From an optimization exercise on the open Yosys and OpenROAD flow, aimed at small area, a short achievable clock period and few clock cycles; shortcuts taken in it are not production practice. The RTL was checked by simulation tests, not by an equivalence proof against the original design. Power is estimated from default activity; no workload was simulated.

## pcf8583_rtc
module pcf8583_rtc (
    input  wire        clk,
    input  wire        rst,
    input  wire        scl_i,
    input  wire        sda_i,
    input  wire [39:0] host_now,
    input  wire [6:0]  host_cs,
    output wire        sda_o,
    output wire        busy
);
Settings: LEC_CHECK=0, CAP_MARGIN=20, CORE_MARGIN=2, CORE_UTILIZATION=55, CTS_CLUSTER_DIAMETER=100, CTS_CLUSTER_SIZE=24, SLEW_MARGIN=20; clock period 20.0 ns.
standard.sh (not shown) runs the stock make flow with config.mk's settings and CLKGATE_MAP_FILE= SYNTH_SCRIPT=/design/flow/synth_recipe.tcl, a recipe that flattens the netlist after the stock synthesis.
==> flow/flow/run.sh <==
#!/bin/bash
# The standard layout (the standard.sh: unchanged synthesis, floorplan,
# placement, clock tree and routing) with two changes to how it is made:
#  - the port buffers are buf_2 cells (every port still gets its own buffer);
#  - the timing repair steps are asked to leave a setup margin, so that the
#    design is optimised toward a clock period shorter than the
#    constraint's. The constraint file itself is not changed.
set -euo pipefail
export BUFFER_PORTS_ARGS="-buffer_cell sky130_fd_sc_hd__buf_2"
export SETUP_SLACK_MARGIN=14.8
bash standard.sh > standard.log 2>&1
Testbench counts at the start, summed over its fixed seeds: cycles 117,733.
Then changed:
--- a/flow/design.v
+++ b/flow/design.v
@@ -532,13 +532,13 @@
     wire lp_b   = mr[0];
     reg  [3:0]  m1;
     reg  [1:0]  rel;          
     reg  [1:0]  y1m4;
     reg         l1;
     reg  [11:0] g_day;
-    reg  [5:0]  dom_adj;      
+    reg  [4:0]  dom_adj;
     wire [4:0]  lm = mlen(f_mon, lp_y);
     wire [2:0]  kd = {1'b0, wx[1:0]} - {1'b0, y1m4};    
     always @(*) begin
         if (wv[5:0] == 6'd0) begin
             m1  = (f_mon == 4'd1) ? 4'd12 : f_mon - 4'd1;
             rel = (f_mon == 4'd1) ? 2'd3 : 2'd0;
@@ -557,16 +557,16 @@
             3'd3:    g_day = 12'd1095;
             3'd7:    g_day = -12'd365;
             3'd6:    g_day = -12'd730;
             3'd5:    g_day = -12'd1095;
             default: g_day = 12'd0;
         endcase
-        dom_adj = {1'b0, f_dom};
+        dom_adj = f_dom;
         if (m1 <= 4'd2 && l1) begin
-            if (wx[1:0] != 2'd0 && y1m4 == 2'd0) dom_adj = {1'b0, f_dom} - 6'd1;
-            if (wx[1:0] == 2'd0 && y1m4 != 2'd0) dom_adj = {1'b0, f_dom} + 6'd1;
+            if (wx[1:0] != 2'd0 && y1m4 == 2'd0) dom_adj = f_dom - 5'd1;
+            if (wx[1:0] == 2'd0 && y1m4 != 2'd0) dom_adj = f_dom + 5'd1;
         end
     end
     wire [1:0]  ma = wv[5:4];
     wire [3:0]  mn = wv[3:0];
     reg  [11:0] jy;
     reg  [2:0]  jy7;
@@ -650,15 +650,15 @@
         if (rst)
             busy_reg <= 1'b1;
         else if (rst_r)
             busy_reg <= 1'b0;
         else
             busy_reg <= (((ps == S_AR_ACK) || (ps == S_READ_ACK)) && !ld_ok) ||
-                        ((ps == S_WRITE) && (bc == 3'd7) && (scl_q || scl_i) && (pw_valid || ev_ring ||
+                        ((ps == S_WRITE) && (bc == 3'd7) && (pw_valid || ev_ring ||
                          ((ptr[7:3] == 5'd0) && (ptr[2:0] != 3'd1) && (ptr[2:0] != 3'd7) &&
-                          ejob_w && (eph != E_IDLE) && !(!pend && eph == E_COMMIT && ulast))));
+                          ejob_w && (eph != E_IDLE))));
     end
     always @(posedge clk) begin
         rc <= (rc == 8'd247) ? 8'd0 : rc + 8'd1;
         ws_r  <= slot_next(ev_ring ? {ev_ptr[7:3] - 5'd1, ev_ptr[2:0]} : pw_idx, rc);
         tgt_r <= tgt;
         ts_r  <= slot_next(tidx, rc);
@@ -809,13 +809,13 @@
                     end
                     E_D1: begin
                         case (emode)
                             3'd2: begin r2 <= {10'd0, wv}; r1 <= {4'd0, f_sc}; eq <= 28'd0; end
                             3'd3: begin r2 <= {10'd0, wv}; r1 <= {4'd0, f_mi}; eq <= 28'd0; end
                             3'd4: begin r2 <= {10'd0, wv}; r1 <= {5'd0, f_hr}; eq <= 28'd0; end
-                            3'd5: begin r2 <= {10'd0, wv}; r1 <= {4'd0, dom_adj}; eq <= {16'd0, g_day}; end
+                            3'd5: begin r2 <= {10'd0, wv}; r1 <= {5'd0, dom_adj}; eq <= {16'd0, g_day}; end
                             default: begin
                                 r2 <= {6'd0, jy + {3'd0, cumd(mn, lpn)}};
                                 r1 <= {1'b0, cumd(f_mon, lp_y)};
                                 eq <= {23'd0, w7s};
                             end
                         endcase
The new run produced a clean layout.
Cell count rises by 1.2%.
Combinational power rises by about 3%.
Hold slack loses 0.0032 ns.
Synthesized area rises by 0.39%.
Worst setup slack gains 0.053 ns.
Via count rises by 1.5%.
Design area rises by 0.61%.
Clock power stays flat.
Testbench counts after the change, summed over its fixed seeds: cycles 117,989.

========
Setup of old:
Another version of the RTL of pcf8583_rtc (not shown whole).
Size: ~6300 cells after synthesis, about 53 I/O pins, about 0.076 mm² of cells after synthesis.
## pcf8583_rtc
module pcf8583_rtc (
    input  wire        clk,
    input  wire        rst,
    input  wire        scl_i,
    input  wire        sda_i,
    input  wire [39:0] host_now,
    input  wire [6:0]  host_cs,
    output wire        sda_o,
    output wire        busy
);
    localparam [40:0] KOFF = 41'd617564390400;    
    localparam [3:0] S_IDLE       = 4'd0;
    localparam [3:0] S_START_WAIT = 4'd1;
    localparam [3:0] S_GET_ADDR   = 4'd2;
    localparam [3:0] S_AW_ACK     = 4'd3;
    localparam [3:0] S_AR_ACK     = 4'd4;
    localparam [3:0] S_GET_REG    = 4'd5;
    localparam [3:0] S_REG_ACK    = 4'd6;
    localparam [3:0] S_READ       = 4'd7;
    localparam [3:0] S_READ_ACK   = 4'd8;
    localparam [3:0] S_WRITE      = 4'd9;
    localparam [3:0] S_WRITE_ACK  = 4'd10;
    localparam [4:0] E_IDLE   = 5'd0;
    localparam [4:0] E_MAIN   = 5'd1;
    localparam [4:0] E_P0     = 5'd2;
    localparam [4:0] E_P1     = 5'd3;
    localparam [4:0] E_P2     = 5'd4;
    localparam [4:0] E_P3     = 5'd5;
    localparam [4:0] E_P4     = 5'd6;
    localparam [4:0] E_P5     = 5'd7;
    localparam [4:0] E_P6     = 5'd8;
    localparam [4:0] E_P7     = 5'd9;
    localparam [4:0] E_D1     = 5'd10;
    localparam [4:0] E_D2     = 5'd11;
    localparam [4:0] E_MUL    = 5'd12;
    localparam [4:0] E_COMMIT = 5'd13;
    localparam [4:0] E_PSTART = 5'd14;
    localparam [4:0] E_D0     = 5'd15;
    localparam [4:0] E_D1B    = 5'd16;
    function [7:0] bcd7;
        input [6:0] v;
        begin
            bcd7 = (v / 7'd10) * 8'd16 + {1'b0, v % 7'd10};
        end
    endfunction
    function [10:0] st675;
        input [9:0] r; input b;
        reg [10:0] t;
        reg [10:0] tm;
        begin
            t = {r, b};
            tm = t - 11'd675;
            st675 = (t >= 11'd675) ? {1'b1, tm[9:0]} : {1'b0, t[9:0]};
        end
    endfunction
    function [18:0] st146097;
        input [17:0] r; input b;
        reg [18:0] t;
        reg [18:0] tm;
        begin
            t = {r, b};
            tm = t - 19'd146097;
            st146097 = (t >= 19'd146097) ? {1'b1, tm[17:0]} : {1'b0, t[17:0]};
        end
    endfunction
    function [2:0] st7;
        input [2:0] r; input b;
  ...
clock: 20.0 ns
lec_check: 0
cap_margin: 20
core_margin: 2
core_utilization: 30
slew_margin: 20
==> flow/flow/run.sh <==
#!/bin/bash
# The standard layout (the standard.sh, unchanged synthesis, floorplan,
# placement, clock tree and routing), with the timing repair steps asked to
# leave a setup margin, so that the design is optimised toward a clock
# period shorter than the constraint's. The constraint file is not changed.
set -euo pipefail
export SETUP_SLACK_MARGIN=14.2
bash standard.sh > standard.log 2>&1
Testbench counts of old, summed over its fixed seeds: cycles 117,868.
The inputs of new differ from those of old as listed below.
--- a/flow/design.v
+++ b/flow/design.v
@@ -789,23 +789,23 @@
                         eq   <= {21'd0, z_eq};
                         mr   <= mn_r;
                         r1   <= {r1[6:0], 3'd0};
                         f_mi <= {3'd0, mn_q};
                         eph  <= E_P4;
                     end
                     E_P4: begin
                         r2   <= {7'd0, z_r};
                         eq   <= {21'd0, z_eq};
                         f_mi <= {f_mi[2:0], mn_q};
                         f_sc <= {mn_r, low7[5:4]};
-                        eph  <= (ejob_w && emode <= 3'd4) ? E_D1 : E_P5;
+                        eph  <= E_P5;
                     end
                     E_P5: begin
                         r2  <= {7'd0, z_r};
                         eq  <= {21'd0, z_eq};
                         eph <= E_P6;
                     end
                     E_P6: begin
                         mr  <= mp;
                         eph <= E_P7;
                     end
                     E_P7: begin
@@ -828,23 +828,23 @@
                         case (emode)
                             3'd2: begin r2 <= {10'd0, wv}; r1 <= {4'd0, f_sc}; eq <= 28'd0; end
                             3'd3: begin r2 <= {10'd0, wv}; r1 <= {4'd0, f_mi}; eq <= 28'd0; end
                             3'd4: begin r2 <= {10'd0, wv}; r1 <= {5'd0, f_hr}; eq <= 28'd0; end
                             3'd5: begin r2 <= {10'd0, wv}; r1 <= {5'd0, dom_adj}; eq <= {16'd0, g_day}; end
                             default: begin
                                 r2 <= {6'd0, jy + {3'd0, cumd(mn, lpn)}};
                                 r1 <= {1'b0, cumd(f_mon, lp_y)};
                                 eq <= {23'd0, w7s};
                             end
                         endcase
-                        eph <= (emode == 3'd6) ? E_D1B : E_D2;
+                        eph <= E_D1B;
                     end
                     E_D1B: begin
                         if (emode == 3'd6) eq <= {16'd0, {9'd0, wx} - {9'd0, wd1}};
                         eph <= E_D2;
                     end
                     E_D2: begin
                         r2 <= {6'd0, dval};
                         eq <= {{16{dval[11]}}, dval};
                         case (emode)
                             3'd2:    begin ecnt <= 4'd0; eph <= E_COMMIT; end
                             3'd3:    begin ecnt <= 4'd2; eph <= E_MUL; end
### Flow results
- Of new and old, old shows the higher die boundary height, with new below it.
- In the floorplan summary, new is listed with a die area less than that of old.
- [compare] base=old new=new: clock buffer count from CTS grew by about 2%; cell row count now sits lower; initial cell density of the core level; post-route clock period utilization climbed 0.69 points.
- In the tables for new and old, post-cts gate resize count reads lower with new.
- Layout buffer count excluding clock buffers for new is higher than for old.
- new vs old — cell internal power dissipation rose about 3.2%.
- new: global-route usage 0.28 points above old
Testbench counts of new, summed over its fixed seeds: cycles 118,453.

re-timing with driven ports:
No port has a modelled driver above. Below, the same layouts with a new extraction and two added sets of constraints.
Step 1 (the two cells are an assumption about what drives the block):
set clk [get_ports {clk}]
set_driving_cell -lib_cell sky130_fd_sc_hd__clkbuf_16 $clk
set_driving_cell -lib_cell sky130_fd_sc_hd__buf_2 [delete_from_list [all_inputs] $clk]
Step 2 times the ports against the registers' clock, not the clock port: input delays grow and output delays shrink by t, the midpoint of the rising clock arrivals with the driver on.
a / b / c = ideal / step 1 / step 2; a / b = the first two.
run | t, ns | setup WS [ns] | latest minus earliest clock arrival (ns) | slew at the worst register clock pin (ns)
the first run of note 1 | 0.826 | 14.771 / 14.700 / 14.183 | 0.071 / 0.071 | 0.11 / 0.11
the second run of note 1 | 0.822 | 14.824 / 14.752 / 14.316 | 0.075 / 0.075 | 0.11 / 0.11
old | 0.891 | 14.434 / 14.434 / 13.782 | 0.095 / 0.096 | 0.07 / 0.07
new | 0.889 | 14.296 / 14.211 / 13.699 | 0.153 / 0.153 | 0.08 / 0.08
After both steps setup and hold are still met in every run listed. The setup slack of old, which loses most, moves by 0.000 ns with the drivers and by -0.652 ns with both steps.
